Background: an optimization exercise with open tools, aiming at small area. Do not read the settings as production practice. The RTL was checked by simulation tests, not by an equivalence proof against the original design. Power is estimated from default activity; no workload was simulated.

==> flow/design.v (excerpt) <==
module sbfc (
    input  wire        clk,
    input  wire        rst,           
    input  wire        host_wr,       
    input  wire        host_space,    
    input  wire [7:0]  host_addr,
    input  wire [15:0] host_wdata,
    output reg  [15:0] host_rdata,    
    output wire        busy,
    output wire        done,
    output wire        err,
    input  wire        link_open,
    output wire        tx_valid,
    output reg  [7:0]  tx_data,
    input  wire        tx_ready,
    output wire        tx_flush,
    input  wire        tx_flush_ack,
    input  wire        tx_err,
    output wire        rx_ready,
    input  wire        rx_valid,
    input  wire [7:0]  rx_data,
    input  wire        rx_err,
    input  wire        tick,
    output wire        pld_we,
    output wire [7:0]  pld_waddr,
    output wire [7:0]  pld_wdata
);
    localparam S_IDLE  = 3'd0;
    localparam S_GAP   = 3'd1;
    localparam S_TX    = 3'd3;
    localparam S_FLUSH = 3'd2;
    localparam S_RXH   = 3'd6;
    localparam S_RXP   = 3'd7;
    localparam E_CONN   = 4'd1;
    localparam E_IO     = 4'd2;
    localparam E_CSUM   = 4'd3;
    localparam E_PROTO  = 4'd4;
    localparam E_DEVICE = 4'd5;
    localparam E_INVAL  = 4'd6;
    localparam E_LENGTH = 4'd7;
    localparam E_EMPTY  = 4'd8;
    integer i;
    reg [2:0]  seq;
    reg [7:0]  idx;              
    reg [7:0]  acc;              
    reg [7:0]  opl;              
  ...
export LEC_CHECK = 0
export CAP_MARGIN = 10
export CORE_MARGIN = 2
export CORE_UTILIZATION = 60
export PLACE_DENSITY = 0.75
export SLEW_MARGIN = 10
create_clock -name core_clock -period 10.0 [get_ports {clk}]
standard.sh (not shown) runs the stock make flow with config.mk's settings and CLKGATE_MAP_FILE= SYNTH_SCRIPT=/design/flow/synth_recipe.tcl, a recipe that flattens the netlist after the stock synthesis.
==> flow/flow/run.sh <==
#!/bin/bash
# Layout flow: the standard ORFS flow (standard.sh) with
#  - synthesis unchanged except for the ABC script that maps the
#    combinational logic (area-oriented: deepsyn + area mapping), run with
#    four deepsyn seeds, keeping the smallest netlist; the registers are
#    mapped by the standard synthesis before ABC runs, so every run has the
#    same registers,
#  - port buffers of the smallest buffer cell,
#  - global placement that keeps none of its trial buffers,
set -e
HERE=$(pwd)
FLOWDIR=$(cd "$(dirname "$0")" && pwd)
ORFS_WORK="$HERE/orfs"

# the make command standard.sh runs, to be run with another WORK_HOME
MAKELINE=$(grep '^make ' standard.sh | sed 's/ "\${@:-finish}"$//')

for S in 1 2 3 4; do
    T="$HERE/synth_try$S"
    rm -rf "$T"; mkdir -p "$T"
    cp -r "$FLOW_HOME/scripts" "$T/scripts"
    sed "s/&deepsyn -T 60/\&deepsyn -T 150 -S $S/" "$FLOWDIR/abc_area_deep.script" > "$T/scripts/abc_speed.script"
    ( cd "$HERE" && eval "SCRIPTS_DIR=$T/scripts ${MAKELINE//WORK_HOME=$ORFS_WORK/WORK_HOME=$T/orfs} synth" \
        > "$HERE/synth_S$S.log" 2>&1 ) &
done
wait

BEST=""; BESTA=""
for S in 1 2 3 4; do
    R="$HERE/synth_try$S/orfs/reports/sky130hd/sbfc/base/synth_stat.txt"
    [ -f "$HERE/synth_try$S/orfs/results/sky130hd/sbfc/base/1_synth.odb" ] || continue
    A=$(grep -m1 "Chip area for module" "$R" | awk '{print $NF}')
    echo "seed $S: $A" >> "$HERE/synth_pick.log"
    if [ -z "$BEST" ] || awk -v a="$A" -v b="$BESTA" 'BEGIN{exit !(a<b)}'; then BEST=$S; BESTA=$A; fi
done
echo "picked seed $BEST ($BESTA)" >> "$HERE/synth_pick.log"
[ -n "$BEST" ]
rm -rf "$ORFS_WORK"
cp -a "$HERE/synth_try$BEST/orfs" "$ORFS_WORK"
for S in 1 2 3 4; do rm -rf "$HERE/synth_try$S/scripts"; done

# the rest of the standard flow
export GPL_KEEP_OVERFLOW=0
export BUFFER_PORTS_ARGS="-buffer_cell sky130_fd_sc_hd__buf_1"
export CTS_ARGS="-sink_clustering_enable -repair_clock_nets -dont_use_dummy_load -buf_list sky130_fd_sc_hd__clkbuf_8 -sink_clustering_size 16 -sink_clustering_max_diameter 60"
bash standard.sh > "$HERE/layout.log" 2>&1
==> flow/flow/abc_area_deep.script <==
strash
&get -n
&deepsyn -T 60
&dch -f
&nf -a -p -A 4 -F 8 -C 32 -R 1000 -E 10
&put
topo
Edit:
--- a/flow/flow/run.sh
+++ b/flow/flow/run.sh
@@ -45 +45 @@
-export CTS_ARGS="-sink_clustering_enable -repair_clock_nets -dont_use_dummy_load -buf_list sky130_fd_sc_hd__clkbuf_8 -sink_clustering_size 16 -sink_clustering_max_diameter 60"
+export CTS_ARGS="-sink_clustering_enable -repair_clock_nets -dont_use_dummy_load -buf_list sky130_fd_sc_hd__clkbuf_8 -sink_clustering_size 17 -sink_clustering_max_diameter 70"
CORE_UTILIZATION = 65   (was 60)
PLACE_DENSITY = 0.8   (was 0.75)
After rerunning: The new run passed the timing, design-rule and antenna checks. Sequential share of layout area is higher by 0.31 points. Cell area is lower by 0.51%. Area after synthesis does not change. Final cell count is lower by about 0.8%. Setup slack degrades by 5.7 ps. Global-route usage is higher by 2.9 points.
Edit:
--- a/flow/flow/run.sh
+++ b/flow/flow/run.sh
@@ -9,0 +10,3 @@
+#  - a clock tree without dummy loads, built from clkbuf_8 clusters.
+# Each tool's output goes to a log file in this folder (synth_S*.log,
+# layout.log) and to ORFS's own logs under orfs/logs.
@@ -22 +25 @@
-    sed "s/&deepsyn -T 60/\&deepsyn -T 150 -S $S/" "$FLOWDIR/abc_area_deep.script" > "$T/scripts/abc_speed.script"
+    sed "s/&deepsyn -T 60/\&deepsyn -T 60 -S $S/" "$FLOWDIR/abc_area_deep.script" > "$T/scripts/abc_speed.script"
CORE_UTILIZATION = 60   (was 65)
PLACE_DENSITY = 0.75   (was 0.8)
The new run completed without violations.
Global-route usage falls by 2.8 points.
Routed wire length climbs by 2.0%.
Synthesized cell count is unchanged.
Via count went down by about 1.1%.
Fmax drops by about 0.5%.
Edit:
--- a/flow/flow/run.sh
+++ b/flow/flow/run.sh
@@ -10,3 +9,0 @@
-#  - a clock tree without dummy loads, built from clkbuf_8 clusters.
-# Each tool's output goes to a log file in this folder (synth_S*.log,
-# layout.log) and to ORFS's own logs under orfs/logs.
@@ -25 +22 @@
-    sed "s/&deepsyn -T 60/\&deepsyn -T 60 -S $S/" "$FLOWDIR/abc_area_deep.script" > "$T/scripts/abc_speed.script"
+    sed "s/&deepsyn -T 60/\&deepsyn -T 150 -S $S/" "$FLOWDIR/abc_area_deep.script" > "$T/scripts/abc_speed.script"
Effect:
- final area stays the same
- clock power barely changes
- via count is unchanged
- synthesized cell count stays the same

[separate check: timing with driven ports]
How much do the figures lean on ideal ports? The routed layouts below were timed once more, with nothing changed but the port constraints. Step 1, drivers: a clkbuf_16 drives clk and a buf_2 each remaining input, both assumed. Step 2 also shifts input and output timing later by t, the mid clock arrival at the registers, as if the neighbouring blocks saw the same clock. Three values: no drivers, after step 1, after step 2; two values: the first two.
run	t (ns)	slack for setup (ns)	worst setup path at the end	pins driven straight from the clock port
the first run	0.548	3.728 / 3.704 / 3.704	input to output	1
the second run	0.555	3.722 / 3.698 / 3.698	input to output	1
the third run	0.546	3.692 / 3.670 / 3.670	input to output	1
the fourth run	0.546	3.692 / 3.670 / 3.670	input to output	1
After both steps setup and hold are still met in every run listed.
